This design comes from an exercise in tuning for small area, a short achievable clock period and few clock cycles per item on the open sky130 flow, not from production work.
At most, simulation tests tie the RTL to the original design; equivalence was not proved.
No functional check of the RTL was part of run 6.
The clock port is modelled as an ideal driver; clocking choices that lean on that would not hold on a real chip.
Power and IR drop assume default switching activity.

`design/flow/flow/run.sh`:
```
#!/bin/bash
# Standard ORFS layout; timing repair aimed at a tighter setup margin and
# port buffers of the smallest buffer cell (resized later by repair).
set -euo pipefail
bash standard.sh SETUP_SLACK_MARGIN=7 "BUFFER_PORTS_ARGS=-buffer_cell sky130_fd_sc_hd__buf_1" finish > flow_make.log 2>&1
```
`design/flow/standard.sh`:
```
#!/bin/bash
# synth_recipe.tcl (not shown) runs the flow's synth.tcl, then flattens the netlist and writes it again
# the make line also repeats each setting of config.mk as NAME=value (left out here)
make -C /OpenROAD-flow-scripts/flow DESIGN_CONFIG=/design/flow/config.mk WORK_HOME=/design/flow/orfs CLKGATE_MAP_FILE= SYNTH_SCRIPT=/design/flow/synth_recipe.tcl "${@:-finish}"
```
`design/flow/constraint.sdc`:
```
create_clock -name core_clock -period 10.0 [get_ports {clk}]
set_input_delay 2.0000 -clock core_clock [delete_from_list [all_inputs] [get_ports {clk}]]
set_output_delay 2.0000 -clock core_clock [all_outputs]
set_load 0.01 [all_outputs]
```
`design/flow/config.mk`:
```
export PLATFORM = sky130hd
export DESIGN_NAME = ccsds_demux
export DESIGN_NICKNAME = ccsds_demux
export VERILOG_FILES = /design/flow/design.v
export SDC_FILE = /design/flow/constraint.sdc
export NUM_CORES = 4
export LEC_CHECK = 0
export CAP_MARGIN = 40
export CORE_MARGIN = 2
export CORE_UTILIZATION = 70
export CTS_CLUSTER_DIAMETER = 80
export CTS_CLUSTER_SIZE = 25
export PLACE_DENSITY = 0.8
export SLEW_MARGIN = 30
```
`design/flow/design.v`:
```
module ccsds_demux (
    input  wire        clk,
    input  wire        rst,            
    input  wire [10:0] cfg_frame_len,  
    input  wire [5:0]  cfg_shl,        
    input  wire        cfg_has_ocf,    
    input  wire        cfg_has_fecf,   
    input  wire        in_valid,
    output wire        in_ready,
    input  wire [7:0]  in_data,
    output reg         out_valid,
    input  wire        out_ready,
    output reg  [7:0]  out_data,
    output wire [2:0]  out_vc,
    output reg         out_sop,        
    output reg         out_eop,        
    output reg         out_close,      
    output reg         out_idle        
);
    localparam [1:0] PH_P = 2'd0, PH_S = 2'd1, PH_D = 2'd2, PH_T = 2'd3;
    reg        skid_v;
    reg  [7:0] skid_d;
    assign in_ready = !skid_v;
    wire       avail = skid_v | in_valid;
    wire [7:0] b     = skid_v ? skid_d : in_data;
    reg ocf_r, fecf_r;
    reg  [1:0]  ph;
    reg  [5:0]  hc;       
    reg  [10:0] fc;       
    reg  [10:0] ccnt;     
    reg         fidle, fnost, past;
    reg  [2:0]  cur_vc;   
    reg  [2:0]  new_vc;   
    assign out_vc = cur_vc;
    reg         wcmp, widl;
    reg  [15:0] wr;
    reg  [20:0] rg [0:6];
    wire        is_P = (ph == PH_P);
    wire        is_S = (ph == PH_S);
    wire        is_D = (ph == PH_D);
    wire        is_T = (ph == PH_T);
    wire [10:0] ftl2 = 11'd2 + (ocf_r ? 11'd4 : 11'd0) + (fecf_r ? 11'd2 : 11'd0);
    wire        last_data = (fc == ftl2);
    wire        last_byte = (fc == 11'd2);
    wire        ftl_z = !ocf_r && !fecf_r;
    wire        wok    = (cur_vc == new_vc) || fidle;
    wire        stall  = (out_valid && !out_ready) || (is_D && !wok);
    wire        fire   = avail && !stall;
    wire        data_byte = is_D && !fidle;
    wire        cz    = (ccnt == 11'd0);
    wire        c1    = (ccnt == 11'd1);
    wire        h1    = !wcmp && wr[1];
    wire        s_open = wcmp || wr[0];
    wire        cont  = fnost || !cz;
    wire        take_cont = cont && s_open;
    wire        take_emit = !cont;
    wire        is_pkt    = take_cont || take_emit;
    wire        new_pkt   = take_emit && (!s_open || !past);
    wire        do_close  = new_pkt && s_open;
    wire        last_cont = last_data || (!fnost && c1);
    wire        ncmp      = wcmp || wr[5];
    wire        forced_end = take_cont && last_cont && (!fnost || !ncmp);
    wire        len_end   = !new_pkt && wcmp && (wr == 16'd0);
    wire        end_pkt   = len_end || forced_end;
    wire        bff       = (b == 8'hFF);
    wire        idle_o    = widl && (h1 ? (!do_close && bff) : 1'b1);
    wire        step = fire && data_byte && is_pkt;
    wire        swap = (rg[6][20:18] == new_vc) && !out_valid;
    integer i;
    always @(posedge clk) begin
        ocf_r  <= cfg_has_ocf;
        fecf_r <= cfg_has_fecf;
        for (i = 1; i < 7; i = i + 1)
            rg[i] <= rg[i-1];
        rg[0] <= swap ? {cur_vc, wcmp, widl, wr} : rg[6];
        if (rst) begin
            skid_v    <= 1'b0;
            out_valid <= 1'b0;
            ph        <= PH_P;
            hc        <= 6'd5;
            cur_vc    <= 3'd0;
            new_vc    <= 3'd0;
            wcmp      <= 1'b0;
            wr[0]     <= 1'b0;
            for (i = 0; i < 7; i = i + 1) begin
                rg[i][20:18] <= i + 1;
                rg[i][17]    <= 1'b0;
                rg[i][0]     <= 1'b0;
            end
        end else begin
            if (skid_v) begin
                if (!stall) skid_v <= 1'b0;
            end else if (in_valid && stall) begin
                skid_v <= 1'b1;
            end
            if (fire)
                out_valid <= data_byte && is_pkt;
            else if (out_ready)
                out_valid <= 1'b0;
            if (swap) begin
                cur_vc <= new_vc;
                {wcmp, widl, wr} <= rg[6][17:0];
            end else if (step) begin
                if (end_pkt) begin
                    wcmp    <= 1'b0;
                    wr[0]   <= 1'b0;
                end else if (new_pkt) begin
                    wcmp    <= 1'b0;
                    widl    <= (b[2:0] == 3'd7);
                    wr[5:0] <= 6'b000011;
                end else if (!wcmp) begin
                    if (wr[1]) widl <= widl && bff;
                    if (wr[4]) wr[15:8] <= b;
                    if (wr[5]) begin
                        wcmp    <= 1'b1;
                        wr[7:0] <= b;
                    end else
                        wr[5:1] <= {wr[4:1], 1'b0};
                end else
                    wr <= wr - 16'd1;
            end
            if (fire) begin
                fc <= fc - 11'd1;
                case (ph)
                PH_P: begin
                    hc <= hc - 6'd1;
                    if (hc == 6'd5) fc <= cfg_frame_len;
                    if (hc == 6'd4) new_vc <= b[3:1];
                    if (hc == 6'd1) ccnt[10:8] <= b[2:0];
                    if (hc == 6'd0) begin
                        ccnt[7:0] <= b;
                        fidle <= ({ccnt[10:8], b} == 11'h7FE);
                        fnost <= ({ccnt[10:8], b} == 11'h7FF);
                        past  <= 1'b0;
                        hc    <= cfg_shl;
                        ph    <= (cfg_shl != 6'd0) ? PH_S : PH_D;
                    end
                end
                PH_S: begin
                    hc <= hc - 6'd1;
                    if (hc == 6'd1) ph <= PH_D;
                end
                PH_D: begin
                    if (!cz) ccnt <= ccnt - 11'd1;
                    if (data_byte && take_emit) past <= 1'b1;
                    if (last_data) begin
                        ph <= ftl_z ? PH_P : PH_T;
                        hc <= 6'd5;
                    end
                end
                PH_T: begin
                    if (last_byte) ph <= PH_P;
                end
                endcase
            end
        end
        if (!skid_v) skid_d <= in_data;
        if (fire) begin
            out_data  <= b;
            out_sop   <= new_pkt;
            out_eop   <= end_pkt;
            out_close <= do_close;
            out_idle  <= idle_o;
        end
    end
endmodule
```
==> results of run 1 <==
-- Yosys cell counts, types with 6 or more instances --
library cell / count / share of area [%]
inv_1: 25 / 1.2
a211oi_1: 6 / 0.55
nor2_1: 53 / 2.4
o21ai_0: 35 / 2.2
dfxtp_1: 175 / 43
or2_2: 12 / 0.92
a21o_1: 7 / 0.65
a21oi_1: 33 / 2.0
nor2b_1: 23 / 1.8
nand2_1: 98 / 4.5
nand4_1: 6 / 0.46
mux2_2: 8 / 1.1
nor3_1: 11 / 0.68
xnor2_1: 19 / 2.0
ha_1: 16 / 2.5
clkbuf_1: 24 / 1.1
xor2_1: 16 / 1.7
mux2i_1: 9 / 1.1
buf_2: 6 / 0.37
edfxtp_1: 53 / 20
nand3_1: 12 / 0.74
a31oi_1: 6 / 0.46
nor4_1: 6 / 0.46
o211ai_1: 7 / 0.65
-- per-layer routing --
layer	global-route usage, %	part of all wire [%]
met4	8.066	2.4
met3	3.430	5.4
met5	0	0
met2	46.71	50
met1	35.38	42
-- metrics by stage --
step / cells / setup WS [ns] / cell area (sq um) / power, mW / utilization (%)
final: 935 / 6.846 / 9072 / 2.027 / 79.80
after global routing: 935 / 6.828 / 9072 / 2.115 / 79.80
after floorplan: 741 / 6.405 / 8212 / 1.388 / -
after global placement: 902 / 5.623 / 8469 / 1.448 / 74.49
after CTS: 933 / 6.836 / 8997 / 2.017 / 79.14
after detailed placement: 903 / 5.883 / 8488 / 1.479 / 74.66
-- cell families (layout without fill, tap and decap cells) --
kind of cell | Yosys count | after routing
simple gates | 260 | 260
flops | 228 | 228
compound gates | 126 | 126
buf+inv | 58 | 109
xor+xnor | 35 | 35
mux | 18 | 18
fa+ha+maj | 16 | 16
-- area by class of cell --
type | count | area (sq um) | share of cell area (%)
Timing Repair Buffer | 65 | 376.6 | 4.151
Inverter | 25 | 97.59 | 1.076
Multi-Input combinational cell | 455 | 2944 | 32.45
Clock buffer | 16 | 336.6 | 3.710
Tap cell | 143 | 178.9 | 1.972
Clock inverter | 3 | 27.53 | 0.3034
Sequential cell | 228 | 5111 | 56.34
-- timing repair --
| action | in CTS | in global routing |
|---|---|---|
| resized for setup | 18 | 24 |
| hold buffers | 0 | 0 |
| buffers inserted | 11 | 2 |
| pin swaps | 7 | 7 |
| gates cloned | 0 | 0 |
| setup endpoints to repair | 61 | 54 |
-- worst register-to-register path: stages, from the launching register on --
cell and delay [ns]:
edfxtp_1 0.49, nor4_2 0.63, nand4b_1 0.39, and2_1 0.28, a21oi_2 0.27, a21oi_4 0.12, a211oi_4 0.28, buf_12 0.17
-- sequential cells by signal (all words and copies together) (netlist names), 2 cells and up --
| register | flops |
|---|---|
| wr | 16 |
| rg | 147 |
| hc | 6 |
| out_data | 8 |
| new_vc | 3 |
| ccnt | 11 |
| ph | 2 |
| cur_vc | 3 |
| fc | 11 |
| skid_d | 8 |
-- power groups by stage --
| stage | clock network, mW | registers (mW) | logic (mW) |
|---|---|---|---|
| 5_1_grt | 0.570 | 1.11 | 0.434 |
| 6_report | 0.535 | 1.10 | 0.390 |
| 3_3_place_gp | 0 | 1.12 | 0.332 |
| 3_5_place_dp | 0 | 1.12 | 0.358 |
| 2_1_floorplan | 0 | 1.10 | 0.284 |
| 4_1_cts | 0.542 | 1.10 | 0.373 |
-- worst paths after layout --
kind,endpoint,start,depth (start not counted)
setup / recovery,wr[11],out_ready,7
hold / removal,rg[5][13],rg[4][13],0
setup reg to reg,wr[11],ccnt[3],7
hold reg to reg,rg[5][13],rg[4][13],0
==> impl_metrics.py, run 1 <==
metrics = {
    "sta": {
        "finalMaxSlewViolations": 0,
        "fin_crit_ns": 3.154,
        "period_share_pct": 31.54,
        "worst_slew_pin_slew_ns": 0.7631,
        "slew_headroom_pct": 48.46,
        "final-hold-violation-count": 0,
        "setup_viol": 0,
        "timing.hold.ws_ns": 0.3214,
        "fin_skew_ns": 0.01875,
        "rsz0062_at_grt": "true",
        "max_freq_mhz": 317.1,
        "setup-tns-final_ns": 0,
    },
    "yosys": {
        "synth-adder-area-share_pct": 2.463,
        "synth.net_count": 788,
        "avgSynthCellArea_sq_um": 10.97,
        "synthCells": 741,
        "synth_compound_area_share_pct": 9.883,
        "synth_xor_area_share_pct": 3.772,
        "synth_edf_count": 53,
        "yosys.area_share.simple_pct": 16.03,
        "synthMuxAreaShare_pct": 2.401,
        "synth.distinct_cells": 64,
        "async_reset_ff_share_pct": 0,
        "synth_top_family_by_area": "simple AND/OR/NAND/NOR gates",
        "ys_seq_elements": 228,
        "ys.warnings.count": 2,
        "synth_area_sq_um": 8128,
        "ys_seq_area_share_pct": 62.68,
        "synth_ff_type": "dfxtp_1",
    },
    "critical_path": {
        "crit_buf_inv": 2,
        "cpMostUsedCell": "a211oi_4",
        "critical_path.max_stage_delay_ns": 0.40,
        "critPathTopFamily": "compound AO/OA/AOI/OAI gates",
        "ff2ff_setup_slack_ns": 7.10,
        "startpoint_type": "primary input",
        "end_kind": "flip-flop",
        "worstPathCellList": "buf_6, nor2_4, or3_4, a211oi_4, a21oi_4, a211oi_4, buf_12",
        "criticalPathCategory": "in -> reg",
        "cp_slowest_cell": "or3_4",
        "crit_fanout": 8,
        "worstPathRequired_ns": 10.19,
        "cp_data_arrival_time_ns": 3.34,
    },
    "clock_network": {
        "cts.sinks": 228,
        "root_buffer": "clkbuf_16",
        "cts_tree": "done",
        "clock_tree.buffer_depth": 3,
        "numCtsBuffers": 13,
        "htreeDepth": 1,
        "worst_skew_pair.late_latency_ns": 0.47,
        "clk_pin_slew_worst_paths_ns": 0.09,
    },
    "placed_design": {
        "dp_hpwl_mm": 10.32,
        "gp_congestion": 0.8525,
        "portBuffers": 47,
    },
    "detailed_routing": {
        "ant_nets": 0,
        "totalWireLength_mm": 16.57,
        "viasPerCell": 5.928,
        "drc": 0,
        "vias": 5543,
        "drt-pass1-iter-count": 6,
        "wire_per_inst_um": 17.72,
        "drt_iter0_drc": 708,
    },
    "worst_hold_path": {
        "hp-class": "reg -> reg",
    },
    "pwr": {
        "peakVddDrop_mv": 0.1794,
        "intPower_mw": 1.444,
        "p_switching_uw": 582.3,
        "clkPwrFrac_pct": 26.4,
        "power_leakage_nw": 3.440,
        "seq_power_share_pct": 54.4,
        "switching_share_pct": 28.73,
        "power_density_nw_per_um2": 223.4,
        "power.share.combinational_pct": 19.2,
    },
    "floorplan": {
        "initial_core_util_pct": 71.49,
        "num_rows": 39,
        "core_sq_um": 11370,
        "io_pins": 48,
        "die-height_um": 111.8,
        "die_w_um": 111.8,
        "die-area_sq_um": 12490,
    },
    "grt": {
        "grt_use_total_pct": 26.81,
        "grt_pass1_vias": 5639,
        "grt_pass1_wl_mm": 27.37,
        "globalRouteOverflowTotal": 0,
        "antenna_found_initial": 0,
        "grt_max_degree": 55,
    },
    "final_layout": {
        "final_common_cell": "dfxtp_1",
        "fillers": 660,
        "final_cell_mix": "dfxtp_1, nand2_1, edfxtp_1",
        "syn_to_final_growth_pct": 11.62,
        "antennaDiodeCount": 0,
        "num-nets-final": 835,
        "drive_gt1_share_pct": 13.64,
    },
    "outcome": {
        "status": "no timing/DRC/antenna violations",
    },
    "run": {
        "drv_cap": 0,
    },
}
Testbench counts, summed over its fixed seeds: cycles 197,997, bytes 197,840.
==> run 2, diff against run 1 <==
--- a/design/flow/config.mk
+++ b/design/flow/config.mk
@@ -12,3 +12,4 @@
 export CTS_CLUSTER_SIZE = 25
 export PLACE_DENSITY = 0.8
 export SLEW_MARGIN = 30
+export TNS_END_PERCENT = 2
==> impl_metrics.py, run 2 <==
metrics = {
    "final_layout": {
        "postLayoutCellArea_sq_um": 9024,
        "largest_reg_flops": 147,
        "num-nets-final": 839,
        "final_common_cell": "dfxtp_1",
        "final_cell_mix": "dfxtp_1, nand2_1, edfxtp_1",
        "post-route-util_pct": 79.37,
        "top_register": "rg",
        "syn_to_final_growth_pct": 11.02,
        "drive_gt1_share_pct": 11.06,
        "top_regs": "rg (147), wr (16)",
        "fillers": 699,
        "antennaDiodeCount": 0,
    },
    "critical_path": {
        "critical_path.max_stage_delay_ns": 0.41,
        "worstPathRequired_ns": 10.17,
        "crit_fanout": 8,
        "cp_data_arrival_time_ns": 3.30,
        "r2r_start": "ccnt[3]",
        "cpMostUsedCell": "a211oi_4",
        "cp_slowest_cell": "or3_4",
        "reg2reg_depth": 7,
        "crit_buf_inv": 2,
        "end_kind": "flip-flop",
        "startpoint_type": "primary input",
        "criticalPathCategory": "in -> reg",
        "critPathTopFamily": "compound AO/OA/AOI/OAI gates",
        "worstPathCellList": "buf_8, nor2_4, or3_4, a211oi_4, a21oi_4, a211oi_4, buf_12",
        "cp-startpoint": "out_ready",
        "cp.depth": 7,
    },
    "sta": {
        "fin_crit_ns": 3.123,
        "final-hold-violation-count": 0,
        "max_freq_mhz": 320.3,
        "period_share_pct": 31.23,
        "worst_slew_pin_slew_ns": 0.7221,
        "setup_ws_ns": 6.877,
        "finalMaxSlewViolations": 0,
        "fin_skew_ns": 0.03109,
        "rsz0062_at_grt": "true",
        "setup-tns-final_ns": 0,
        "setup_viol": 0,
        "slew_headroom_pct": 51.23,
    },
    "yosys": {
        "synth.area.top_cells": "dfxtp_1, edfxtp_1, nand2_1",
        "synth_xor_area_share_pct": 3.772,
        "yosys.area_share.simple_pct": 16.03,
        "synth_edf_count": 53,
        "avgSynthCellArea_sq_um": 10.97,
        "synth_top_family_by_area": "simple AND/OR/NAND/NOR gates",
        "synth-adder-area-share_pct": 2.463,
        "ys.warnings.count": 2,
        "synth_ff_type": "dfxtp_1",
        "yosysTopAreaCell": "dfxtp_1",
        "synthCells": 741,
        "ys_top_cells_by_count": "dfxtp_1, nand2_1, edfxtp_1, nor2_1, o21ai_0",
        "async_reset_ff_share_pct": 0,
        "synth_top_area_share_pct": 43.10,
        "synth.most_common_cell": "dfxtp_1",
        "synth_area_sq_um": 8128,
        "synth_compound_area_share_pct": 9.883,
        "synth.net_count": 788,
        "synthMuxAreaShare_pct": 2.401,
        "synth.distinct_cells": 64,
        "ys_seq_area_share_pct": 62.68,
        "ys_seq_elements": 228,
    },
    "detailed_routing": {
        "vias": 5564,
        "drt_iter0_drc": 714,
        "drc": 0,
        "ant_nets": 0,
        "drt-pass1-iter-count": 5,
        "wire_per_inst_um": 17.57,
        "viasPerCell": 5.925,
        "totalWireLength_mm": 16.50,
    },
    "grt": {
        "antenna_found_initial": 0,
        "gr-usage-met2_pct": 45.90,
        "globalRouteOverflowTotal": 0,
        "grt_max_degree": 55,
        "grt_pass1_wl_mm": 27.02,
        "met3_usage_pct": 3.484,
        "busiest_layer": "met2",
        "grt_pass1_vias": 5446,
        "grt_use_met1_pct": 35.25,
        "grt_use_total_pct": 26.41,
    },
    "clock_network": {
        "cts.sinks": 228,
        "worst_skew_pair.late_latency_ns": 0.46,
        "numCtsBuffers": 13,
        "htreeDepth": 1,
        "root_buffer": "clkbuf_16",
        "cts_tree": "done",
        "clk_pin_slew_worst_paths_ns": 0.09,
        "hold_buffers": 0,
        "clock_tree.buffer_depth": 3,
    },
    "placed_design": {
        "pre_cts_ws_ns": 5.870,
        "placed_cell_area_sq_um": 8459,
        "portBuffers": 47,
        "dp_hpwl_mm": 10.72,
        "gp_congestion": 0.8856,
    },
    "worst_hold_path": {
        "hp-start": "rg[5][12]",
        "holdPathStages": 0,
        "hp-class": "reg -> reg",
    },
    "outcome": {
        "status": "no timing/DRC/antenna violations",
    },
    "run": {
        "drv_cap": 0,
    },
    "floorplan": {
        "io_pins": 48,
        "core_sq_um": 11370,
        "num_rows": 39,
        "initial_core_util_pct": 71.49,
        "die-height_um": 111.8,
        "die_w_um": 111.8,
        "die-area_sq_um": 12490,
    },
    "pwr": {
        "power_leakage_nw": 3.402,
        "power_density_nw_per_um2": 223.2,
        "peakVddDrop_mv": 0.2133,
    },
}
[run 2: kinds of logic after synthesis]
kind of cell,count (synthesis)
and+or+nand+nor,260
DFF,228
AOI/OAI and AO/OA,126
buffers and inverters,58
xor gates and xnor gates,35
muxes,18
adders and majority gates,16
[run 2: worst paths after layout]
kind               endpoint  slack (ns)
hold / removal    rg[6][12]        0.31
setup reg to reg      wr[8]        7.17
hold reg to reg   rg[6][12]        0.31
setup / recovery      wr[8]        6.88
[run 2: repair_timing]
action	in CTS	in global routing
setup endpoints to repair	72	68
pin swaps	5	6
hold endpoints to repair	0	0
buffers inserted	5	11
gates resized for setup	5	9
[run 2: routing by layer]
layer / share of wire [%] / vias to the layer above
met4: 2.3 / 0
met2: 50 / 235
met1: 42 / 2644
met3: 5.8 / 45
met5: 0 / -
li1: - / 2640
[run 2: power breakdown]
group | leakage, nW | switching (mW) | internal [mW] | total [mW]
Sequential | 1.92 | 0.0582 | 1.04 | 1.10
Combinational | 1.30 | 0.239 | 0.148 | 0.387
Clock | 0.176 | 0.278 | 0.246 | 0.524
[run 2: final cells by class]
cell class | count | area, sq um | share of cell area, %
Sequential cell | 228 | 5099 | 56.50
Multi-Input combinational cell | 455 | 2899 | 32.13
Timing Repair Buffer | 69 | 387.9 | 4.298
Clock buffer | 17 | 340.3 | 3.771
Tap cell | 143 | 178.9 | 1.983
Inverter | 25 | 93.84 | 1.040
Clock inverter | 2 | 25.02 | 0.2773
[run 2: stage by stage]
stage               power (mW)  hold slack [ns]  std cells
finish                   2.014           0.3069        939
global route             2.108           0.3092        939
CTS                      1.995           0.3123        928
detailed placement       1.473           0.3121        904
global placement         1.451           0.3104        902
floorplan                1.386           0.3096        741
==> run 3, diff against run 2 <==
--- a/design/flow/config.mk
+++ b/design/flow/config.mk
@@ -12,4 +12,4 @@
 export CTS_CLUSTER_SIZE = 25
 export PLACE_DENSITY = 0.8
 export SLEW_MARGIN = 30
-export TNS_END_PERCENT = 2
+export TNS_END_PERCENT = 10
==> impl_metrics.py, run 3 <==
metrics = {
    "yosys": {
        "yosysTopAreaCell": "dfxtp_1",
        "synth_area_sq_um": 8128,
        "ys.warnings.count": 2,
        "synth.distinct_cells": 64,
        "synthCells": 741,
        "ys_top_cells_by_count": "dfxtp_1, nand2_1, edfxtp_1, nor2_1, o21ai_0",
        "yosys.area_share.simple_pct": 16.03,
        "synth.most_common_cell": "dfxtp_1",
        "synthMuxAreaShare_pct": 2.401,
        "synth_edf_count": 53,
        "synth-adder-area-share_pct": 2.463,
        "synth_compound_area_share_pct": 9.883,
        "avgSynthCellArea_sq_um": 10.97,
        "ys_seq_elements": 228,
        "async_reset_ff_share_pct": 0,
        "synth.area.top_cells": "dfxtp_1, edfxtp_1, nand2_1",
        "synth_ff_type": "dfxtp_1",
        "synth_top_area_share_pct": 43.10,
        "synth_xor_area_share_pct": 3.772,
        "ys_seq_area_share_pct": 62.68,
        "synth.net_count": 788,
        "synth_top_family_by_area": "simple AND/OR/NAND/NOR gates",
    },
    "critical_path": {
        "crit_path_end": "wr[8]",
        "ff2ff_setup_slack_ns": 7.17,
        "r2r_start": "ccnt[3]",
        "end_kind": "flip-flop",
        "reg2reg_depth": 7,
        "crit_buf_inv": 2,
        "cp_data_arrival_time_ns": 3.29,
        "criticalPathCategory": "in -> reg",
        "cp-startpoint": "out_ready",
        "rr_endpoint": "wr[8]",
        "cp_slowest_cell": "or3_4",
        "startpoint_type": "primary input",
        "worstPathCellList": "buf_8, nor2_4, or3_4, a211oi_4, a21oi_4, a211oi_4, buf_12",
        "cpMostUsedCell": "a211oi_4",
        "critical_path.max_stage_delay_ns": 0.41,
        "critPathTopFamily": "compound AO/OA/AOI/OAI gates",
        "cp.depth": 7,
        "worstPathRequired_ns": 10.17,
        "crit_fanout": 8,
    },
    "clock_network": {
        "clk_pin_slew_worst_paths_ns": 0.09,
        "htreeDepth": 1,
        "clock_tree.buffer_depth": 3,
        "cts_tree": "done",
        "cts.sinks": 228,
        "hold_buffers": 0,
        "numCtsBuffers": 13,
        "worst_skew_pair.late_latency_ns": 0.47,
        "root_buffer": "clkbuf_16",
    },
    "detailed_routing": {
        "route.met2.wl_mm": 8.290,
        "viasPerCell": 5.895,
        "wl_met1_mm": 6.948,
        "vias": 5541,
        "drt-pass1-iter-count": 5,
        "ant_nets": 0,
        "wl_met3_um": 955,
        "wire_per_inst_um": 17.67,
        "drc": 0,
        "routed.top_layer": "met4",
        "drt_iter0_drc": 599,
        "totalWireLength_mm": 16.61,
    },
    "pwr": {
        "peakVddDrop_mv": 0.2134,
        "intPower_mw": 1.439,
        "clkPwrFrac_pct": 26.1,
        "seq_power_share_pct": 54.7,
        "p_switching_uw": 577.6,
        "switching_share_pct": 28.64,
        "power_density_nw_per_um2": 223.3,
        "power_mw": 2.017,
        "power.share.combinational_pct": 19.2,
        "power_leakage_nw": 3.407,
    },
    "final_layout": {
        "fillers": 699,
        "syn_to_final_growth_pct": 11.11,
        "top_regs": "rg (147), wr (16)",
        "largest_reg_flops": 147,
        "antennaDiodeCount": 0,
        "final_cell_mix": "dfxtp_1, nand2_1, edfxtp_1",
        "final_common_cell": "dfxtp_1",
        "drive_gt1_share_pct": 11.17,
        "num-nets-final": 840,
        "top_register": "rg",
    },
    "outcome": {
        "status": "no timing/DRC/antenna violations",
    },
    "run": {
        "drv_cap": 0,
    },
    "sta": {
        "timing.hold.ws_ns": 0.3066,
        "fin_crit_ns": 3.121,
        "rsz0062_at_grt": "true",
        "finalMaxSlewViolations": 0,
        "setup_viol": 0,
        "setup_ws_ns": 6.879,
        "setup-tns-final_ns": 0,
        "period_share_pct": 31.21,
        "fin_skew_ns": 0.03502,
        "worst_slew_pin_slew_ns": 0.7226,
        "slew_headroom_pct": 51.20,
        "final-hold-violation-count": 0,
        "max_freq_mhz": 320.4,
    },
    "grt": {
        "grt_pass1_wl_mm": 27.02,
        "grt_max_degree": 55,
        "grt_pass1_vias": 5460,
        "antenna_found_initial": 0,
        "globalRouteOverflowTotal": 0,
        "grt_use_total_pct": 26.40,
    },
    "floorplan": {
        "num_rows": 39,
        "die_w_um": 111.8,
        "io_pins": 48,
        "initial_core_util_pct": 71.49,
        "die-height_um": 111.8,
        "core_sq_um": 11370,
        "die-area_sq_um": 12490,
    },
    "placed_design": {
        "portBuffers": 47,
        "gp_congestion": 0.8856,
        "dp_hpwl_mm": 10.72,
        "pre_cts_ws_ns": 5.870,
    },
    "worst_hold_path": {
        "hp-class": "reg -> reg",
    },
}
==> run 3: worst min path at each step <==
stage / cells after the start / to / slack (ns) / start
floorplan: 0 / rg[1][10] / 0.31 / rg[0][10]
CTS: 0 / rg[6][12] / 0.31 / rg[5][12]
detailed placement: 0 / rg[3][10] / 0.31 / rg[2][10]
global placement: 0 / rg[4][3] / 0.31 / rg[3][3]
global route: 0 / rg[6][12] / 0.31 / rg[5][12]
finish: 0 / rg[6][12] / 0.31 / rg[5][12]
==> run 3: repair_timing <==
action,4_1_cts,5_1_grt
resized for setup,6,8
buffers inserted,6,11
pin swaps,6,6
endpoints found under the setup margin,72,68
==> run 3: per-layer routing <==
metal | track usage [%] | vias up
li1 | - | 2637
met2 | 45.94 | 227
met3 | 3.484 | 47
met4 | 7.243 | 0
met1 | 35.10 | 2630
met5 | 0 | -
==> run 3: kinds of logic after synthesis <==
logic type | Yosys count
DFF | 228
adders and majority gates | 16
xor gates and xnor gates | 35
AOI/OAI and AO/OA | 126
buffers and inverters | 58
muxes | 18
and+or+nand+nor | 260
==> run 3: power groups by stage <==
stage	Sequential (mW)	Combinational [mW]	Clock (mW)
floorplan	1.10	0.283	0
global placement	1.12	0.335	0
detailed placement	1.12	0.352	0
CTS	1.10	0.362	0.534
global route	1.11	0.433	0.563
finish	1.10	0.388	0.525
==> run 3: stage by stage <==
stage               util (%)  instances  cell area, sq um
finish                 79.43        940              9031
global route           79.43        940              9031
CTS                    78.50        929              8925
detailed placement     74.40        904              8459
global placement       74.14        902              8429
floorplan                  -        741              8177
==> run 3: worst reg2reg max path: stages (launching register included) <==
cell      delay [ns]
edfxtp_1        0.48
nor4_2          0.61
nand4b_1        0.38
and2_1          0.28
a21oi_2         0.28
a21oi_4         0.14
a211oi_4        0.22
buf_12          0.16
==> run 3: cell type report <==
type	count	area [sq um]	share of cell area [%]
sequential	228	5099	56.46
multi-input combinational	455	2899	32.10
timing repair buffer	70	395.4	4.378
clock buffer	17	340.3	3.768
tap	143	178.9	1.981
inverter	25	93.84	1.039
clock inverter	2	25.02	0.2771
==> run 4, diff against run 3 <==
==> design/flow/config.mk (replaced) <==
export PLATFORM = sky130hd
export DESIGN_NAME = ccsds_demux
export DESIGN_NICKNAME = ccsds_demux
export VERILOG_FILES = /design/flow/design.v
export SDC_FILE = /design/flow/constraint.sdc
export NUM_CORES = 4
export LEC_CHECK = 0
export CAP_MARGIN = 20
export CORE_MARGIN = 2
export CORE_UTILIZATION = 80
export CTS_CLUSTER_DIAMETER = 80
export CTS_CLUSTER_SIZE = 25
export PLACE_DENSITY = 0.85
export SLEW_MARGIN = 20
==> impl_metrics.py, run 4 <==
metrics = {
    "yosys": {
        "avgSynthCellArea_sq_um": 10.97,
        "ys.warnings.count": 2,
        "synth_top_area_share_pct": 43.10,
        "synth.area.top_cells": "dfxtp_1, edfxtp_1, nand2_1",
        "synth.distinct_cells": 64,
        "yosysTopAreaCell": "dfxtp_1",
        "ys_top_cells_by_count": "dfxtp_1, nand2_1, edfxtp_1, nor2_1, o21ai_0",
        "synth.most_common_cell": "dfxtp_1",
        "ys_seq_area_share_pct": 62.68,
        "synth.net_count": 788,
        "synth_ff_type": "dfxtp_1",
        "synth_area_sq_um": 8128,
        "synthCells": 741,
        "ys_seq_elements": 228,
        "async_reset_ff_share_pct": 0,
        "synth_edf_count": 53,
    },
    "critical_path": {
        "worstPathRequired_ns": 10.26,
        "crit_fanout": 8,
        "ff2ff_setup_slack_ns": 6.80,
        "cp_slowest_cell": "or3_4",
        "criticalPathCategory": "in -> reg",
        "critical_path.max_stage_delay_ns": 0.42,
        "worstPathCellList": "buf_8, nor2_4, or3_4, buf_6, nor2_4, o211ai_1, a21oi_4, buf_12",
        "cpMostUsedCell": "nor2_4",
        "cp_data_arrival_time_ns": 3.49,
        "end_kind": "flip-flop",
        "startpoint_type": "primary input",
    },
    "placed_design": {
        "pre_cts_ws_ns": 5.511,
        "dp_hpwl_mm": 11.79,
        "placed_cells": 892,
        "portBuffers": 47,
        "gp_congestion": 0.8831,
    },
    "final_layout": {
        "drive_gt1_share_pct": 15.00,
        "antennaDiodeCount": 0,
        "largest_reg_flops": 147,
        "syn_to_final_growth_pct": 12.93,
        "final_cell_mix": "dfxtp_1, nand2_1, edfxtp_1",
        "top_register": "rg",
        "top_regs": "rg (147), wr (16)",
        "final_common_cell": "dfxtp_1",
        "fin_cells": 933,
        "num-nets-final": 842,
    },
    "worst_hold_path": {
        "hp-class": "reg -> reg",
    },
    "clock_network": {
        "worst_skew_pair.late_latency_ns": 0.54,
        "clock_tree.buffer_depth": 3,
        "hold_buffers": 0,
        "clk_pin_slew_worst_paths_ns": 0.11,
        "numCtsBuffers": 13,
        "cts.sinks": 228,
        "root_buffer": "clkbuf_8",
        "cts_tree": "done",
        "htreeDepth": 1,
    },
    "detailed_routing": {
        "wl_met3_mm": 3.189,
        "wire_per_inst_um": 28.33,
        "drt-pass1-iter-count": 9,
        "route.met2.wl_mm": 12.09,
        "drc": 0,
        "vias": 6758,
        "routed.top_layer": "met4",
        "ant_nets": 0,
        "drt_iter0_drc": 1310,
        "totalWireLength_mm": 26.43,
        "wl_met1_mm": 8.391,
        "viasPerCell": 7.243,
    },
    "floorplan": {
        "initial_core_util_pct": 82.77,
        "io_pins": 48,
        "num_rows": 36,
        "die-area_sq_um": 10980,
        "die-height_um": 104.8,
        "die_w_um": 104.8,
        "core_sq_um": 9819,
    },
    "sta": {
        "setup-tns-final_ns": 0,
        "rsz0062_at_grt": "true",
        "finalMaxSlewViolations": 0,
        "worst_slew_pin_slew_ns": 1.010,
        "final-hold-violation-count": 0,
        "fin_crit_ns": 3.228,
        "max_freq_mhz": 309.8,
        "fin_skew_ns": 0.03779,
        "setup_ws_ns": 6.772,
        "setup_viol": 0,
        "slew_headroom_pct": 31.80,
        "period_share_pct": 32.28,
    },
    "grt": {
        "grt_max_degree": 55,
        "antenna_found_initial": 0,
        "globalRouteOverflowTotal": 0,
        "grt_pass1_vias": 6527,
        "grt_use_total_pct": 43.41,
        "grt_pass1_wl_mm": 36.43,
    },
    "pwr": {
        "power_leakage_nw": 3.480,
        "peakVddDrop_mv": 0.2200,
        "power_mw": 2.107,
        "power_density_nw_per_um2": 229.6,
    },
    "outcome": {
        "status": "no timing/DRC/antenna violations",
    },
    "run": {
        "drv_cap": 0,
    },
}
[run 4: cell counts after synthesis]
Identical to the previous run, type by type.
[run 4: power breakdown]
group	internal [mW]	total (mW)	switching [mW]
logic	0.158	0.455	0.298
registers	1.04	1.12	0.0721
clock network	0.223	0.535	0.312
total	1.43	2.11	0.682
[run 4: area by class of cell]
| type | instances | area, sq um |
|---|---|---|
| Timing Repair Buffer | 72 | 483.0 |
| Clock buffer | 18 | 310.3 |
| Tap cell | 133 | 166.4 |
| Fill cell | 287 | 640.6 |
| Inverter | 25 | 97.59 |
| Multi-Input combinational cell | 455 | 2974 |
| Sequential cell | 228 | 5109 |
| Clock inverter | 2 | 38.79 |
[run 4: cell families after synthesis]
kind of cell / synth area share (%)
muxes: 2.402
DFF: 62.68
buffers and inverters: 2.771
adders and majority gates: 2.463
xor gates and xnor gates: 3.772
and+or+nand+nor: 16.03
AOI/OAI and AO/OA: 9.883
[run 4: through the flow]
stage                     util (%)  hold WS (ns)  area [sq um]
final                        93.48        0.3105          9179
after global routing         93.48        0.3286          9179
after CTS                    91.49        0.3217          8984
after detailed placement     86.12        0.3121          8457
after global placement       86.12        0.3099          8457
after floorplan                  -        0.3096          8212
[run 4: final timing paths]
check	to	start	cells past startpoint
worst max-delay path	ccnt[4]	out_ready	8
worst min-delay path	rg[4][9]	rg[3][9]	0
worst max register to register	wr[7]	ccnt[7]	7
worst min register to register	rg[4][9]	rg[3][9]	0
[run 4: per-layer routing]
metal / vias up / GRT usage [%]
li1: 2642 / -
met1: 3027 / 51.19
met2: 802 / 72.77
met3: 287 / 8.546
met4: 0 / 27.62
met5: - / 0
[run 4: critical path, delay by kind of cell]
family          cells  cell delay, ns
simple gates        3            0.58
buf+inv             3            0.37
compound gates      2            0.53
[run 4: timing repair]
item | CTS | global route
resized for setup | 24 | 33
buffers inserted | 12 | 9
setup endpoints to repair | 69 | 73
pin swaps | 7 | 12
==> run 5, diff against run 4 <==
==> design/flow/flow/run.sh (replaced) <==
#!/bin/bash
# Standard ORFS layout; timing repair aimed at a tighter setup margin and
# port buffers of the smallest buffer cell (resized later by repair).
set -euo pipefail
bash standard.sh SETUP_SLACK_MARGIN=7.3 "BUFFER_PORTS_ARGS=-buffer_cell sky130_fd_sc_hd__buf_1" finish > flow_make.log 2>&1
==> design/flow/config.mk (replaced) <==
export PLATFORM = sky130hd
export DESIGN_NAME = ccsds_demux
export DESIGN_NICKNAME = ccsds_demux
export VERILOG_FILES = /design/flow/design.v
export SDC_FILE = /design/flow/constraint.sdc
export NUM_CORES = 4
export LEC_CHECK = 0
export CAP_MARGIN = 40
export CORE_MARGIN = 2
export CORE_UTILIZATION = 70
export CTS_CLUSTER_DIAMETER = 80
export CTS_CLUSTER_SIZE = 25
export PLACE_DENSITY = 0.8
export SLEW_MARGIN = 30
export TNS_END_PERCENT = 2
==> impl_metrics.py, run 5 <==
metrics = {
    "clock_network": {
        "htreeDepth": 1,
        "hold_buffers": 0,
        "worst_skew_pair.late_latency_ns": 0.46,
        "cts_tree": "done",
        "numCtsBuffers": 13,
        "clk_pin_slew_worst_paths_ns": 0.09,
        "clock_tree.buffer_depth": 3,
        "cts.sinks": 228,
        "root_buffer": "clkbuf_16",
    },
    "critical_path": {
        "cp-startpoint": "out_ready",
        "ff2ff_setup_slack_ns": 7.17,
        "reg2reg_depth": 7,
        "end_kind": "flip-flop",
        "worstPathRequired_ns": 10.17,
        "startpoint_type": "primary input",
        "cpMostUsedCell": "a211oi_4",
        "cp_data_arrival_time_ns": 3.30,
        "critical_path.max_stage_delay_ns": 0.41,
        "r2r_start": "ccnt[3]",
        "worstPathCellList": "buf_8, nor2_4, or3_4, a211oi_4, a21oi_4, a211oi_4, buf_12",
        "cp_slowest_cell": "or3_4",
        "rr_endpoint": "wr[8]",
        "crit_path_end": "wr[8]",
        "criticalPathCategory": "in -> reg",
        "crit_fanout": 8,
    },
    "yosys": {
        "synth_top_area_share_pct": 43.10,
        "synth_compound_area_share_pct": 9.883,
        "synth.distinct_cells": 64,
        "synth.net_count": 788,
        "synth.most_common_cell": "dfxtp_1",
        "synthMuxAreaShare_pct": 2.401,
        "async_reset_ff_share_pct": 0,
        "synth_area_sq_um": 8128,
        "synth-adder-area-share_pct": 2.463,
        "ys.warnings.count": 2,
        "synth_top_family_by_area": "simple AND/OR/NAND/NOR gates",
        "yosys.area_share.simple_pct": 16.03,
        "ys_top_cells_by_count": "dfxtp_1, nand2_1, edfxtp_1, nor2_1, o21ai_0",
        "ys_seq_area_share_pct": 62.68,
        "yosysTopAreaCell": "dfxtp_1",
        "synth_ff_type": "dfxtp_1",
        "synth.area.top_cells": "dfxtp_1, edfxtp_1, nand2_1",
        "synth_edf_count": 53,
        "synth_xor_area_share_pct": 3.772,
        "avgSynthCellArea_sq_um": 10.97,
        "synthCells": 741,
        "ys_seq_elements": 228,
    },
    "sta": {
        "setup_viol": 0,
        "period_share_pct": 31.23,
        "final-hold-violation-count": 0,
        "timing.hold.ws_ns": 0.3069,
        "finalMaxSlewViolations": 0,
        "slew_headroom_pct": 51.23,
        "setup-tns-final_ns": 0,
        "fin_crit_ns": 3.123,
        "fin_skew_ns": 0.03109,
        "max_freq_mhz": 320.3,
        "rsz0062_at_grt": "true",
        "worst_slew_pin_slew_ns": 0.7221,
    },
    "final_layout": {
        "top_regs": "rg (147), wr (16)",
        "final_cell_mix": "dfxtp_1, nand2_1, edfxtp_1",
        "num-nets-final": 839,
        "top_register": "rg",
        "postLayoutCellArea_sq_um": 9024,
        "antennaDiodeCount": 0,
        "syn_to_final_growth_pct": 11.02,
        "fin_cells": 939,
        "final_common_cell": "dfxtp_1",
        "largest_reg_flops": 147,
        "drive_gt1_share_pct": 11.06,
    },
    "grt": {
        "grt_pass1_wl_mm": 27.02,
        "grt_max_degree": 55,
        "antenna_found_initial": 0,
        "globalRouteOverflowTotal": 0,
        "grt_use_total_pct": 26.41,
        "grt_pass1_vias": 5446,
    },
    "detailed_routing": {
        "viasPerCell": 5.925,
        "drt-pass1-iter-count": 5,
        "drc": 0,
        "ant_nets": 0,
        "drt_iter0_drc": 714,
        "vias": 5564,
        "totalWireLength_mm": 16.50,
        "wire_per_inst_um": 17.57,
    },
    "floorplan": {
        "num_rows": 39,
        "die-area_sq_um": 12490,
        "initial_core_util_pct": 71.49,
        "core_sq_um": 11370,
        "die-height_um": 111.8,
        "io_pins": 48,
        "die_w_um": 111.8,
    },
    "pwr": {
        "p_switching_uw": 575.0,
        "clkPwrFrac_pct": 26.0,
        "intPower_mw": 1.439,
        "seq_power_share_pct": 54.8,
        "peakVddDrop_mv": 0.2133,
        "power.share.combinational_pct": 19.2,
        "power_density_nw_per_um2": 223.2,
        "switching_share_pct": 28.56,
        "power_leakage_nw": 3.402,
    },
    "placed_design": {
        "gp_congestion": 0.8856,
        "placed_cell_area_sq_um": 8459,
        "dp_hpwl_mm": 10.72,
        "portBuffers": 47,
        "placed_cells": 904,
    },
    "run": {
        "drv_cap": 0,
    },
    "worst_hold_path": {
        "holdPathStages": 0,
        "hp-class": "reg -> reg",
    },
    "outcome": {
        "status": "no timing/DRC/antenna violations",
    },
}
==> run 5: worst max-delay path: cells and delay by family <==
family / cells / cell delay (ns)
compound gates: 3 / 0.62
simple gates: 2 / 0.44
buf+inv: 2 / 0.24
==> run 5: layout make-up <==
| cell class | instances | area, sq um |
|---|---|---|
| timing repair buffer | 69 | 387.9 |
| fill | 699 | 2346 |
| multi-input combinational | 455 | 2899 |
| sequential | 228 | 5099 |
| tap | 143 | 178.9 |
| inverter | 25 | 93.84 |
| clock inverter | 2 | 25.02 |
| clock buffer | 17 | 340.3 |
==> run 5: per-layer routing <==
metal  track usage [%]  wire (um)  up-vias
met4             7.078        379        0
met2             45.90       8254      235
li1                  -          -     2640
met3             3.484        965       45
met1             35.25       6899     2644
met5                 0          0        -
==> run 5: what timing repair did <==
item                                   4_1_cts  5_1_grt
pin swaps                                    5        6
buffers inserted                             5       11
setup endpoints to repair                   86       89
gates resized for setup                      5        9
endpoints found under the hold margin        0        0
==> run 5: per-stage QoR <==
step | total power, mW | worst slack, ns | utilization (%)
final | 2.014 | 6.877 | 79.37
after global routing | 2.108 | 6.846 | 79.37
after CTS | 1.995 | 6.771 | 78.36
after detailed placement | 1.473 | 5.870 | 74.40
after global placement | 1.451 | 5.625 | 74.14
after floorplan | 1.386 | 6.404 | -
==> run 5: power groups by stage <==
| stage | Sequential (mW) | Clock, mW | Combinational (mW) |
|---|---|---|---|
| 6_report | 1.10 | 0.524 | 0.387 |
| 3_5_place_dp | 1.12 | 0 | 0.352 |
| 3_3_place_gp | 1.12 | 0 | 0.335 |
| 4_1_cts | 1.10 | 0.534 | 0.360 |
| 5_1_grt | 1.11 | 0.563 | 0.432 |
| 2_1_floorplan | 1.10 | 0 | 0.283 |
==> run 5: worst min-delay path by stage <==
| stage | start | end | slack, ns |
|---|---|---|---|
| after detailed placement | rg[2][10] | rg[3][10] | 0.31 |
| after global placement | rg[3][3] | rg[4][3] | 0.31 |
| after CTS | rg[5][12] | rg[6][12] | 0.31 |
| after global routing | rg[5][12] | rg[6][12] | 0.31 |
| after floorplan | rg[0][10] | rg[1][10] | 0.31 |
| final | rg[5][12] | rg[6][12] | 0.31 |
==> run 5: kinds of logic after synthesis <==
logic type	count (synthesis)
muxes	18
xor gates and xnor gates	35
DFF	228
buffers and inverters	58
and+or+nand+nor	260
adders and majority gates	16
AOI/OAI and AO/OA	126
==> run 6, diff against run 5 <==
--- a/design/flow/design.v
+++ b/design/flow/design.v
@@ -43,9 +43,11 @@
     wire        last_data = (fc == ftl2);
     wire        last_byte = (fc == 11'd2);
     wire        ftl_z = !ocf_r && !fecf_r;
-    wire        wok    = (cur_vc == new_vc) || fidle;
-    wire        stall  = (out_valid && !out_ready) || (is_D && !wok);
-    wire        fire   = avail && !stall;
+    wire        swwait = is_D && !fidle && (cur_vc != new_vc);
+    wire        fire;
+    ccsds_demux_fire u_fire (
+        .skid_v(skid_v), .in_valid(in_valid), .out_valid(out_valid),
+        .out_ready(out_ready), .swwait(swwait), .fire(fire));
     wire        data_byte = is_D && !fidle;
     wire        cz    = (ccnt == 11'd0);
     wire        c1    = (ccnt == 11'd1);
@@ -88,11 +90,7 @@
                 rg[i][0]     <= 1'b0;
             end
         end else begin
-            if (skid_v) begin
-                if (!stall) skid_v <= 1'b0;
-            end else if (in_valid && stall) begin
-                skid_v <= 1'b1;
-            end
+            skid_v <= (skid_v || in_valid) && !fire;
             if (fire)
                 out_valid <= data_byte && is_pkt;
             else if (out_ready)
@@ -164,3 +162,13 @@
         end
     end
 endmodule
+module ccsds_demux_fire (
+    input  wire skid_v,
+    input  wire in_valid,
+    input  wire out_valid,
+    input  wire out_ready,
+    input  wire swwait,
+    output wire fire
+);
+    assign fire = (skid_v || in_valid) && (!out_valid || out_ready) && !swwait;
+endmodule
==> design/flow/flow/run.sh (replaced) <==
#!/bin/bash
# Standard ORFS layout; timing repair aimed at a tighter setup margin and
# port buffers of the smallest buffer cell (resized later by repair).
set -euo pipefail
bash standard.sh SETUP_SLACK_MARGIN=7 "BUFFER_PORTS_ARGS=-buffer_cell sky130_fd_sc_hd__buf_1" finish > flow_make.log 2>&1
--- a/design/flow/config.mk
+++ b/design/flow/config.mk
@@ -12,4 +12,5 @@
 export CTS_CLUSTER_SIZE = 25
 export PLACE_DENSITY = 0.8
 export SLEW_MARGIN = 30
-export TNS_END_PERCENT = 2
+export SYNTH_HIERARCHICAL = 1
+export SYNTH_MINIMUM_KEEP_SIZE = 0
==> impl_metrics.py, run 6 <==
metrics = {
    "floorplan": {
        "die-area_sq_um": 12440,
        "die-height_um": 111.5,
        "io_pins": 48,
        "core_sq_um": 11370,
        "die_w_um": 111.5,
        "initial_core_util_pct": 71.18,
        "num_rows": 39,
    },
    "yosys": {
        "synth_area_sq_um": 8093,
        "ys_seq_area_share_pct": 62.96,
        "synth-adder-area-share_pct": 2.474,
        "synth.distinct_cells": 61,
        "avgSynthCellArea_sq_um": 11.04,
        "yosys.area_share.simple_pct": 16.54,
        "synth_top_family_by_area": "simple AND/OR/NAND/NOR gates",
        "ys_top_cells_by_count": "dfxtp_1, nand2_1, nor2_1",
        "synth.area.top_cells": "dfxtp_1, edfxtp_1, nand2_1",
        "synth.net_count": 780,
        "async_reset_ff_share_pct": 0,
        "synthCells": 733,
        "ys_seq_elements": 228,
        "synth_edf_count": 53,
        "synth_ff_type": "dfxtp_1",
        "synth.most_common_cell": "dfxtp_1",
        "yosysTopAreaCell": "dfxtp_1",
        "ys.warnings.count": 8,
        "synth_xor_area_share_pct": 4.221,
        "synth_top_area_share_pct": 43.29,
        "synth_compound_area_share_pct": 8.998,
        "synthMuxAreaShare_pct": 2.489,
    },
    "grt": {
        "grt_pass1_wl_mm": 27.94,
        "globalRouteOverflowTotal": 0,
        "grt_pass1_vias": 5496,
        "grt_use_total_pct": 27.75,
        "antenna_found_initial": 0,
        "grt_max_degree": 55,
    },
    "clock_network": {
        "numCtsBuffers": 13,
        "root_buffer": "clkbuf_16",
        "cts.sinks": 228,
        "clk_pin_slew_worst_paths_ns": 0.10,
        "clock_tree.buffer_depth": 3,
        "cts_tree": "done",
        "worst_skew_pair.late_latency_ns": 0.46,
        "htreeDepth": 1,
        "hold_buffers": 0,
    },
    "final_layout": {
        "final_common_cell": "dfxtp_1",
        "top_regs": "rg (147), wr (16)",
        "top_register": "rg",
        "syn_to_final_growth_pct": 13.54,
        "final_cell_mix": "dfxtp_1, nand2_1, nor2_1",
        "fin_cells": 944,
        "largest_reg_flops": 147,
        "antennaDiodeCount": 0,
        "drive_gt1_share_pct": 15.36,
        "fillers": 634,
        "regArea_sq_um": 5106,
        "post-route-util_pct": 80.82,
        "num-nets-final": 842,
        "multi_input_area_sq_um": 2973,
        "postLayoutCellArea_sq_um": 9189,
    },
    "sta": {
        "rsz0062_at_grt": "true",
        "timing.hold.ws_ns": 0.3106,
        "setup_ws_ns": 6.771,
        "fin_skew_ns": 0.02030,
        "max_freq_mhz": 309.7,
        "period_share_pct": 32.29,
        "setup_viol": 0,
        "setup-tns-final_ns": 0,
        "worst_slew_pin_slew_ns": 0.9300,
        "finalMaxSlewViolations": 0,
        "final-hold-violation-count": 0,
        "slew_headroom_pct": 37.43,
        "fin_crit_ns": 3.229,
    },
    "pwr": {
        "p_switching_uw": 523.6,
        "peakVddDrop_mv": 0.1955,
        "power_leakage_nw": 3.505,
        "intPower_mw": 1.397,
        "seq_power_share_pct": 56.3,
        "power.share.combinational_pct": 15.9,
        "switching_share_pct": 27.26,
        "power_density_nw_per_um2": 209.0,
        "clkPwrFrac_pct": 27.8,
        "power_mw": 1.920,
    },
    "detailed_routing": {
        "viasPerCell": 5.957,
        "drc": 0,
        "drt_iter0_drc": 510,
        "wire_per_inst_um": 18.81,
        "ant_nets": 0,
        "vias": 5623,
        "drt-pass1-iter-count": 5,
        "totalWireLength_mm": 17.76,
    },
    "critical_path": {
        "worstPathCellList": "buf_8, nor2_4, nor3_4, inv_2, or3_4, a21oi_4, o2111ai_4, a21oi_4, buf_12",
        "crit_fanout": 8,
        "cp_data_arrival_time_ns": 3.41,
        "critical_path.max_stage_delay_ns": 0.35,
        "criticalPathCategory": "in -> reg",
        "cp_slowest_cell": "or3_4",
        "end_kind": "flip-flop",
        "startpoint_type": "primary input",
        "crit_buf_inv": 3,
        "worstPathRequired_ns": 10.18,
        "cpMostUsedCell": "a21oi_4",
        "critPathTopFamily": "simple AND/OR/NAND/NOR gates",
    },
    "worst_hold_path": {
        "hp-class": "reg -> reg",
    },
    "placed_design": {
        "portBuffers": 47,
        "dp_hpwl_mm": 11.47,
        "gp_congestion": 0.8744,
        "placed_cell_area_sq_um": 8484,
        "placed_cells": 900,
        "pre_cts_ws_ns": 5.456,
    },
    "outcome": {
        "status": "no timing/DRC/antenna violations",
    },
    "run": {
        "drv_cap": 0,
    },
}
==> run 6: changes by cell type after synthesis, sizes merged, moves of 5 or more <==
cell | previous run | this run
a211oi | 7 | 12
xor2 | 16 | 22
a21oi | 34 | 46
nor2 | 54 | 69
buf | 9 | 2
o21ai | 39 | 19
inv | 25 | 20
==> run 6: power by group through the flow <==
| stage | Sequential (mW) | Combinational [mW] | Clock (mW) |
|---|---|---|---|
| floorplan | 1.09 | 0.201 | 0 |
| global placement | 1.10 | 0.255 | 0 |
| detailed placement | 1.10 | 0.271 | 0 |
| CTS | 1.08 | 0.282 | 0.540 |
| global route | 1.09 | 0.333 | 0.571 |
| finish | 1.08 | 0.305 | 0.534 |
==> run 6: cell families (layout without fill, tap and decap cells) <==
kind of cell / Yosys count / after routing
AO/OA/AOI/OAI: 115 / 115
XOR/XNOR: 39 / 39
adder cells (fa/ha/maj): 16 / 16
buffers and inverters: 48 / 116
flip-flops: 228 / 228
multiplexers: 19 / 19
AND/OR/NAND/NOR: 268 / 268
==> run 6: worst reg2reg max path: stages (launching register included) <==
cell and delay, ns:
edfxtp_1 0.48, nor4_2 0.63, nand4_1 0.47, nor3b_1 0.32
a21oi_1 0.33, o2111ai_4 0.18, a21oi_4 0.18, buf_12 0.14
==> run 6: layout make-up <==
type	count	share of cell area (%)
Clock buffer	18	3.745
Multi-Input combinational cell	457	32.35
Timing Repair Buffer	75	5.242
Sequential cell	228	55.57
Tap cell	143	1.947
Inverter	20	0.8170
Clock inverter	3	0.3268
==> run 6: worst paths after layout <==
kind              slack [ns]       end  depth (start not counted)      from
hold reg to reg         0.31  rg[2][3]                          0  rg[1][3]
setup reg to reg        7.00    wr[11]                          7   ccnt[6]
hold / removal          0.31  rg[2][3]                          0  rg[1][3]
setup / recovery        6.77    wr[11]                          9  in_valid
==> run 6: Yosys stat by module (local to each module, per instance) <==
module	cells inside	area [sq um]	copies in the design
ccsds_demux	730	8065	1
ccsds_demux_fire	3	27.53	1
==> run 6: repair_timing <==
item	in CTS	in global routing
setup buffers	12	10
setup endpoints to repair	64	48
pin swaps	7	6
cloned	0	1
gates resized for setup	22	23
==> run 6: layer usage <==
layer / vias to the layer above / GRT usage (%) / wire length [um] / part of all wire, %
li1: 2642 / - / - / -
met1: 2711 / 38.33 / 7585 / 43
met2: 229 / 46.02 / 8693 / 49
met3: 41 / 3.811 / 994 / 5.6
met4: 0 / 9.053 / 484 / 2.7
met5: - / 0 / 0 / 0
==> run 7, diff against run 6 <==
--- a/design/flow/design.v
+++ b/design/flow/design.v
@@ -43,11 +43,9 @@
     wire        last_data = (fc == ftl2);
     wire        last_byte = (fc == 11'd2);
     wire        ftl_z = !ocf_r && !fecf_r;
-    wire        swwait = is_D && !fidle && (cur_vc != new_vc);
-    wire        fire;
-    ccsds_demux_fire u_fire (
-        .skid_v(skid_v), .in_valid(in_valid), .out_valid(out_valid),
-        .out_ready(out_ready), .swwait(swwait), .fire(fire));
+    wire        wok    = (cur_vc == new_vc) || fidle;
+    wire        stall  = (out_valid && !out_ready) || (is_D && !wok);
+    wire        fire   = avail && !stall;
     wire        data_byte = is_D && !fidle;
     wire        cz    = (ccnt == 11'd0);
     wire        c1    = (ccnt == 11'd1);
@@ -90,7 +88,11 @@
                 rg[i][0]     <= 1'b0;
             end
         end else begin
-            skid_v <= (skid_v || in_valid) && !fire;
+            if (skid_v) begin
+                if (!stall) skid_v <= 1'b0;
+            end else if (in_valid && stall) begin
+                skid_v <= 1'b1;
+            end
             if (fire)
                 out_valid <= data_byte && is_pkt;
             else if (out_ready)
@@ -162,13 +164,3 @@
         end
     end
 endmodule
-module ccsds_demux_fire (
-    input  wire skid_v,
-    input  wire in_valid,
-    input  wire out_valid,
-    input  wire out_ready,
-    input  wire swwait,
-    output wire fire
-);
-    assign fire = (skid_v || in_valid) && (!out_valid || out_ready) && !swwait;
-endmodule
==> design/flow/flow/run.sh (replaced) <==
#!/bin/bash
# Standard ORFS layout with three changes:
#  - timing repair aims at a 7 ns setup margin (the tools otherwise stop
#    at 0 ns slack on the 10 ns clock),
#  - port buffers start as the smallest buffer (repair resizes them),
#  - the clock tree's first H-tree level is taken out after CTS: the root
#    buffer drives the leaf buffers directly (every register still gets
#    its clock through two buffers, balanced).
set -euo pipefail
here=$(pwd)
knobs=(SETUP_SLACK_MARGIN=7 "BUFFER_PORTS_ARGS=-buffer_cell sky130_fd_sc_hd__buf_1")
bash standard.sh "${knobs[@]}" cts > flow_make_cts.log 2>&1
res=$(ls -d "$here"/orfs/results/*/ccsds_demux/base)
RES="$res" openroad -no_init -exit "$here/flow/flat_clk.tcl" > flow_flat_clk.log 2>&1
bash standard.sh "${knobs[@]}" finish > flow_make_finish.log 2>&1
==> design/flow/flow/flat_clk.tcl (new file) <==
# Remove the first level of the clock H-tree: move the fanout of every clock
# buffer driven by the root buffer onto the root buffer's net.
set p $::env(FLOW_HOME)/platforms/sky130hd
read_lef $p/lef/sky130_fd_sc_hd.tlef
read_lef $p/lef/sky130_fd_sc_hd_merged.lef
read_liberty $p/lib/sky130_fd_sc_hd__tt_025C_1v80.lib
read_db $::env(RES)/4_cts.odb
set block [ord::get_db_block]
set clknet [$block findNet clk]
set roots {}
foreach it [$clknet getITerms] { lappend roots [$it getInst] }
if {[llength $roots] != 1} { puts "clock port drives [llength $roots] cells; left as is"; exit 0 }
set root [lindex $roots 0]
set rootout ""
foreach it [$root getITerms] { if {[$it isOutputSignal]} { set rootout [$it getNet] } }
set l1 {}
foreach it [$rootout getITerms] {
  if {[$it isInputSignal] && [string match "*clkbuf*" [[[$it getInst] getMaster] getName]]} {
    lappend l1 [$it getInst]
  }
}
foreach b $l1 {
  set onet ""
  foreach it [$b getITerms] { if {[$it isOutputSignal]} { set onet [$it getNet] } }
  set n 0
  foreach it [$onet getITerms] {
    if {[$it getInst] eq $b} continue
    $it disconnect
    $it connect $rootout
    incr n
  }
  puts "removed [$b getName]: $n loads moved to [$rootout getName]"
  odb::dbInst_destroy $b
  odb::dbNet_destroy $onet
}
write_db $::env(RES)/4_cts.odb
--- a/design/flow/config.mk
+++ b/design/flow/config.mk
@@ -12,5 +12,3 @@
 export CTS_CLUSTER_SIZE = 25
 export PLACE_DENSITY = 0.8
 export SLEW_MARGIN = 30
-export SYNTH_HIERARCHICAL = 1
-export SYNTH_MINIMUM_KEEP_SIZE = 0
==> impl_metrics.py, run 7 <==
metrics = {
    "placed_design": {
        "dp_hpwl_mm": 10.32,
        "portBuffers": 47,
        "pre_cts_ws_ns": 5.883,
        "placed_cells": 903,
        "gp_congestion": 0.8525,
    },
    "grt": {
        "grt_use_total_pct": 27.59,
        "grt_pass1_wl_mm": 27.33,
        "grt_pass1_vias": 5600,
        "grt_max_degree": 55,
        "antenna_found_initial": 0,
        "globalRouteOverflowTotal": 0,
    },
    "pwr": {
        "switching_share_pct": 29.01,
        "seq_power_share_pct": 55.5,
        "power.share.combinational_pct": 19.7,
        "clkPwrFrac_pct": 24.7,
        "power_density_nw_per_um2": 220.4,
        "peakVddDrop_mv": 0.1798,
        "p_switching_uw": 576.3,
        "power_leakage_nw": 3.391,
        "intPower_mw": 1.410,
    },
    "critical_path": {
        "r2r_start": "ccnt[3]",
        "crit_fanout": 8,
        "cp_data_arrival_time_ns": 3.33,
        "startpoint_type": "primary input",
        "cp-startpoint": "out_ready",
        "criticalPathCategory": "in -> reg",
        "end_kind": "flip-flop",
        "worstPathRequired_ns": 10.13,
    },
    "final_layout": {
        "final_cell_mix": "dfxtp_1, nand2_1, edfxtp_1",
        "top_regs": "rg (147), wr (16)",
        "regArea_sq_um": 5102,
        "final_common_cell": "dfxtp_1",
        "antennaDiodeCount": 0,
        "top_register": "rg",
        "largest_reg_flops": 147,
        "syn_to_final_growth_pct": 10.88,
        "multi_input_area_sq_um": 2948,
        "fillers": 670,
        "drive_gt1_share_pct": 12.14,
        "num-nets-final": 834,
        "fin_cells": 934,
    },
    "yosys": {
        "ys_top_cells_by_count": "dfxtp_1, nand2_1, edfxtp_1, nor2_1, o21ai_0",
        "async_reset_ff_share_pct": 0,
        "synth-adder-area-share_pct": 2.463,
        "synth_compound_area_share_pct": 9.883,
        "ys_seq_elements": 228,
        "synth.net_count": 788,
        "avgSynthCellArea_sq_um": 10.97,
        "synthCells": 741,
        "synth_area_sq_um": 8128,
        "yosys.area_share.simple_pct": 16.03,
        "synth.area.top_cells": "dfxtp_1, edfxtp_1, nand2_1",
        "synth_top_family_by_area": "simple AND/OR/NAND/NOR gates",
        "ys.warnings.count": 2,
        "synth.distinct_cells": 64,
        "yosysTopAreaCell": "dfxtp_1",
        "ys_seq_area_share_pct": 62.68,
        "synth_edf_count": 53,
        "synth_ff_type": "dfxtp_1",
        "synthMuxAreaShare_pct": 2.401,
        "synth.most_common_cell": "dfxtp_1",
        "synth_xor_area_share_pct": 3.772,
        "synth_top_area_share_pct": 43.10,
    },
    "worst_hold_path": {
        "hp-class": "reg -> reg",
        "hp-start": "rg[4][13]",
    },
    "clock_network": {
        "clock_tree.buffer_depth": 3,
        "cts_tree": "done",
        "root_buffer": "clkbuf_16",
        "worst_skew_pair.late_latency_ns": 0.41,
        "cts.sinks": 228,
        "htreeDepth": 1,
        "clk_pin_slew_worst_paths_ns": 0.09,
        "numCtsBuffers": 13,
        "hold_buffers": 0,
    },
    "floorplan": {
        "die_w_um": 111.8,
        "num_rows": 39,
        "die-area_sq_um": 12490,
        "io_pins": 48,
        "die-height_um": 111.8,
        "initial_core_util_pct": 71.49,
        "core_sq_um": 11370,
    },
    "detailed_routing": {
        "viasPerCell": 5.967,
        "totalWireLength_mm": 16.56,
        "wire_per_inst_um": 17.73,
        "drc": 0,
        "drt-pass1-iter-count": 5,
        "drt_iter0_drc": 644,
        "vias": 5573,
        "ant_nets": 0,
    },
    "run": {
        "drv_cap": 0,
    },
    "sta": {
        "slew_headroom_pct": 51.79,
        "rsz0062_at_grt": "true",
        "fin_crit_ns": 3.200,
        "setup_viol": 0,
        "max_freq_mhz": 312.5,
        "setup-tns-final_ns": 0,
        "setup_ws_ns": 6.800,
        "worst_slew_pin_slew_ns": 0.7223,
        "period_share_pct": 32.00,
        "fin_skew_ns": 0.02047,
        "final-hold-violation-count": 0,
        "finalMaxSlewViolations": 0,
    },
    "outcome": {
        "status": "no timing/DRC/antenna violations",
    },
}
## run 7: cell count changes after synthesis, moves of 3 or more
cell | before | now
inv_1 | 20 | 25
a211oi_1 | 10 | 6
nand4_1 | 9 | 6
o21ai_0 | 18 | 35
a211o_1 | 0 | 3
nor2_1 | 69 | 53
buf_2 | 0 | 6
xor2_1 | 22 | 16
o211ai_1 | 3 | 7
nor2b_1 | 20 | 23
nor3_1 | 8 | 11
nand2_1 | 94 | 98
a21oi_1 | 46 | 33
o21ai_1 | 1 | 4
## run 7: metrics by stage
step	utilization [%]	cell area (sq um)	hold slack (ns)	power (mW)
floorplan	-	8212	0.3096	1.388
global placement	74.49	8469	0.3111	1.448
detailed placement	74.66	8488	0.3121	1.479
CTS	79.14	8997	0.3205	2.017
global route	79.27	9012	0.3230	2.071
finish	79.27	9012	0.3187	1.986
## run 7: path summary, 6_finish.rpt
path / end / slack [ns] / cells past startpoint
setup / recovery: wr[11] / 6.80 / 7
hold / removal: rg[5][13] / 0.32 / 0
setup reg to reg: wr[11] / 7.12 / 7
hold reg to reg: rg[5][13] / 0.32 / 0
## run 7: power by group through the flow
stage	clock (mW)	sequential, mW	combinational [mW]
2_1_floorplan	0	1.10	0.284
3_3_place_gp	0	1.12	0.332
3_5_place_dp	0	1.12	0.358
4_1_cts	0.542	1.10	0.373
5_1_grt	0.523	1.11	0.437
6_report	0.492	1.10	0.392
## run 7: kinds of logic after synthesis
kind of cell | after synthesis
buf+inv | 58
compound gates | 126
simple gates | 260
xor+xnor | 35
fa+ha+maj | 16
mux | 18
flops | 228
## run 7: timing repair
item	in CTS	in global routing
gates resized for setup	18	11
pin swaps	7	10
setup buffers	11	3
setup endpoints to repair	61	43
## run 7: layout make-up
| class | count | share of cell area (%) |
|---|---|---|
| tap | 143 | 1.985 |
| clock buffer | 14 | 3.179 |
| timing repair buffer | 66 | 4.123 |
| multi-input combinational | 455 | 32.71 |
| clock inverter | 3 | 0.3054 |
| inverter | 25 | 1.083 |
| sequential | 228 | 56.62 |
## run 7: worst max-delay path, stage by stage
cell      delay [ns]
buf_6           0.08
nor2_4          0.03
or3_4           0.40
a211oi_4        0.25
a21oi_4         0.12
a211oi_4        0.27
buf_12          0.16
## run 7: routing by layer
| metal | wire length, um | track usage, % | vias to the layer above |
|---|---|---|---|
| li1 | - | - | 2630 |
| met1 | 6882 | 35.45 | 2702 |
| met2 | 8430 | 47.15 | 211 |
| met3 | 884 | 4.518 | 30 |
| met4 | 360 | 10.78 | 0 |
| met5 | 0 | 0 | - |
Testbench counts of run 7, summed over its fixed seeds: cycles 197,997, bytes 197,840.

==> port drivers added, routing unchanged <==
Ports are ideal in the flow. The routed layouts listed here were re-timed in OpenROAD. Step 1 assumes that a clkbuf_16 drives the clock port and a buf_2 every other input. Step 2 moves the port delays by t, midway between the first and last clock arrival at a register: inputs arrive t later, outputs are due t later. That takes back most of the time a late clock gives input paths. a / b / c = no drivers / after step 1 / after step 2; a / b = the first two.
run	shift t [ns]	setup slack, ns	cell pins on the clock port's net
run 1	0.496	6.846 / 6.833 / 6.336	1
run 2	0.490	6.877 / 6.866 / 6.375	1
run 3	0.492	6.879 / 6.867 / 6.375	1
run 4	0.564	6.772 / 6.760 / 6.196	1
run 5	0.490	6.877 / 6.866 / 6.375	1
run 6	0.496	6.771 / 6.762 / 6.266	1
run 7	0.439	6.800 / 6.783 / 6.345	1
After both steps setup and hold are still met in every run listed. The setup slack of run 4, which loses most, moves by -0.012 ns with the drivers and by -0.576 ns with both steps.
